This design comes from an exercise in tuning for small area, a short achievable clock period and few clock cycles on the open sky130 flow, not from production work.
Function was checked by simulation only, so behaviour that the tests miss may differ from the original.

==> flow/design.v (excerpt) <==
module bvm_encoder (
    input  wire        clk,
    input  wire        rst,
    input  wire        cmd_valid,
    output wire        cmd_ready,
    input  wire [71:0] cmd_word,
    output reg         rsp_valid,
    output wire [35:0] rsp_word,
    input  wire [31:0] cur_l,
    input  wire [31:0] cur_r,
    input  wire [1:0]  rdy,
    output wire        out_valid,
    output wire [7:0]  out_byte
);
export LEC_CHECK = 0
export ABC_AREA = 1
export CAP_MARGIN = 20
export CORE_MARGIN = 2
export CORE_UTILIZATION = 40
export SLEW_MARGIN = 20
export TNS_END_PERCENT = 0
create_clock -name core_clock -period 20.0 [get_ports {clk}]
standard.sh (not shown) runs the stock make flow with config.mk's settings and CLKGATE_MAP_FILE= SYNTH_SCRIPT=/design/flow/synth_recipe.tcl, a recipe that flattens the netlist after the stock synthesis.
==> flow/flow/run.sh <==
#!/bin/bash
# Own layout flow: the standard ORFS flow (standard.sh) on every step,
# unchanged, except that the timing repair after clock tree synthesis and
# after global routing aims for a larger setup slack than the default 0 ns
# (SETUP_SLACK_MARGIN), so that the resizer also speeds up paths that
# already meet the 20 ns clock. The clock, constraints, synthesis, floorplan,
# power grid and tap cells are the standard ones.
# The full output of the ORFS run goes to standard_flow.log here; each ORFS
# step also keeps its own log under orfs/logs/.
set -euo pipefail
bash standard.sh SETUP_SLACK_MARGIN=15 finish > standard_flow.log 2>&1
The first run finished clean.
Testbench counts at the start, summed over its fixed seeds: cycles 16,188.
==> next run, changes <==
--- a/flow/flow/run.sh
+++ b/flow/flow/run.sh
@@ -10,2 +10,2 @@
 set -euo pipefail
-bash standard.sh SETUP_SLACK_MARGIN=15 finish > standard_flow.log 2>&1
+bash standard.sh SETUP_SLACK_MARGIN=13.5 finish > standard_flow.log 2>&1
Settings changed: ABC_AREA 1 to unset, TNS_END_PERCENT 0 to unset.
After rerunning:
- design area goes up by 10%
- worst setup slack gets worse by 530 ps
- utilization goes up by 3.9 points
- worst hold slack gets better by 7.3 ps
- global-route usage goes up by 1.9 points
- final cell count goes down by 11%
- via count is about the same
- routed wire length goes up by 12%
- non-clock buffer count goes up by 167
- clock skew goes up by 3.6 ps
==> next run, changes <==
--- a/flow/flow/run.sh
+++ b/flow/flow/run.sh
@@ -10,2 +10,2 @@
 set -euo pipefail
-bash standard.sh SETUP_SLACK_MARGIN=13.5 finish > standard_flow.log 2>&1
+bash standard.sh SETUP_SLACK_MARGIN=14.5 finish > standard_flow.log 2>&1
Settings changed: ABC_AREA set to 1, TNS_END_PERCENT set to 0.
Area after synthesis goes down by 1.8%.
Final area is lower by 9.4%.
First-iteration DRC count rises by 2.4%.
Wire length falls by 10%.
Maximum frequency rose by 8.7%.
Final cell count grows by 12%.
Utilization shrinks by 3.9 points.
==> next run, changes <==
Settings changed: TNS_END_PERCENT 0 to unset.
The changed run ran to the end with no violations.
Final area came out higher by 8.8%.
Synthesized cell count stays the same.
Count of clock-buffer cells in the layout came out lower by 1.
Sequential share of layout area came out lower by 0.91 points.
Final cell count came out higher by about 3.5%.
First-iteration DRC count came out higher by 17%.
Maximum frequency came out higher by 1.6%.

---

the reference run:
Another version of the RTL of bvm_encoder (not shown whole).
For scale: roughly 190 I/O pins, roughly 24000 sq um of cells after synthesis.
clock: 20.0 ns
lec_check: 0
abc_area: 1
cap_margin: 20
core_margin: 2
core_utilization: 40
slew_margin: 20
tns_end_percent: 0
==> flow/flow/run.sh <==
#!/bin/bash
# Own layout flow: the standard ORFS flow (standard.sh) on every step,
# unchanged, except that the timing repair after clock tree synthesis and
# after global routing aims for a larger setup slack than the default 0 ns
# (SETUP_SLACK_MARGIN), so that the resizer also speeds up paths that
# already meet the 20 ns clock. The clock, constraints, synthesis, floorplan,
# power grid and tap cells are the standard ones.
# The full output of the ORFS run goes to standard_flow.log here; each ORFS
# step also keeps its own log under orfs/logs/.
set -euo pipefail
bash standard.sh SETUP_SLACK_MARGIN=14 finish > standard_flow.log 2>&1
The reference run: full flow OK, the timing, DRC and antenna checks passed
Testbench counts of the reference run, summed over its fixed seeds: cycles 16,188.
Inputs modified between the reference run and the trial run:
--- a/flow/flow/run.sh
+++ b/flow/flow/run.sh
@@ -9,3 +9,3 @@
 # step also keeps its own log under orfs/logs/.
 set -euo pipefail
-bash standard.sh SETUP_SLACK_MARGIN=14 finish > standard_flow.log 2>&1
+bash standard.sh SETUP_SLACK_MARGIN=15 finish > standard_flow.log 2>&1
## What came out
- From the reference run to the trial run the numbers moved as follows: clock skew increased by 16 ps relative to the old numbers; wire length higher.
- [compare] base=the reference run new=the trial run: fmax went up 5.9%, xor/xnor cell area share of the yosys netlist held, area added between synthesis and finish went up 3.9 points, total routed wire length on the met1 layer went up about 0.9%.

---

bvm_encoder again, from the RTL that the note above started with.
==> flow/design.v (excerpt) <==
module bvm_encoder (
    input  wire        clk,
    input  wire        rst,
    input  wire        cmd_valid,
    output wire        cmd_ready,
    input  wire [71:0] cmd_word,
    output reg         rsp_valid,
    output wire [35:0] rsp_word,
    input  wire [31:0] cur_l,
    input  wire [31:0] cur_r,
    input  wire [1:0]  rdy,
    output wire        out_valid,
    output wire [7:0]  out_byte
);
Settings: LEC_CHECK=0, ABC_AREA=1, CAP_MARGIN=20, CORE_MARGIN=2, CORE_UTILIZATION=40, SLEW_MARGIN=20, TNS_END_PERCENT=0; clock period 20.0 ns.
==> flow/flow/run.sh <==
#!/bin/bash
# Own layout flow: the standard ORFS flow (standard.sh) on every step,
# unchanged, except that the timing repair after clock tree synthesis and
# after global routing aims for a larger setup slack than the default 0 ns
# (SETUP_SLACK_MARGIN), so that the resizer also speeds up paths that
# already meet the 20 ns clock. The clock, constraints, synthesis, floorplan,
# power grid and tap cells are the standard ones.
# The full output of the ORFS run goes to standard_flow.log here; each ORFS
# step also keeps its own log under orfs/logs/.
set -euo pipefail
bash standard.sh SETUP_SLACK_MARGIN=16 finish > standard_flow.log 2>&1
The baseline passed the timing, DRC and antenna checks.
Testbench counts at the start, summed over its fixed seeds: cycles 16,188.
Next try:
--- a/flow/flow/run.sh
+++ b/flow/flow/run.sh
@@ -10,2 +10,2 @@
 set -euo pipefail
-bash standard.sh SETUP_SLACK_MARGIN=16 finish > standard_flow.log 2>&1
+bash standard.sh SETUP_SLACK_MARGIN=14.5 finish > standard_flow.log 2>&1
- TNS_END_PERCENT: 0 -> unset
The changed run ran to the end with no violations.
First-iteration DRC count climbs by roughly a tenth.
Final cell count went up by a few percent.
Clock skew shrinks by 0.012 ns.

## static timing again, ports no longer ideal
How much do the figures lean on ideal ports? The routed layouts below were timed once more, with nothing changed but the port constraints.
Step 1 assumes that a clkbuf_16 drives the clock port and a buf_2 every other input.
Step 2 times the ports against the registers' clock, not the clock port: input delays grow and output delays shrink by t, the midpoint of the rising clock arrivals with the driver on.
Three values: ideal, step 1, step 2; two values: the first two.
run | t (ns) | slack for setup (ns) | worst setup path at the end | latest minus earliest clock arrival (ns) | worst register clock-pin slew, ns
the first run of note 1 | 0.549 | 13.887 / 13.892 / 13.343 | input to register | 0.018 / 0.018 | 0.09 / 0.09
the second run of note 1 | 0.550 | 13.357 / 13.357 / 13.034 | input to register | 0.022 / 0.022 | 0.09 / 0.09
the third run of note 1 | 0.549 | 13.887 / 13.892 / 13.343 | input to register | 0.018 / 0.018 | 0.09 / 0.09
the fourth run of note 1 | 0.552 | 13.980 / 13.984 / 13.432 | input to register | 0.021 / 0.021 | 0.08 / 0.08
the reference run | 0.625 | 13.955 / 13.894 / 13.412 | input to register | 0.024 / 0.024 | 0.07 / 0.07
the trial run | 0.624 | 14.293 / 14.331 / 13.712 | input to register | 0.037 / 0.036 | 0.07 / 0.07
the first run of note 3 | 0.624 | 14.293 / 14.331 / 13.712 | input to register | 0.037 / 0.036 | 0.07 / 0.07
the second run of note 3 | 0.645 | 14.223 / 14.223 / 13.905 | input to register | 0.024 / 0.024 | 0.07 / 0.07
After both steps every run listed still meets setup and hold.
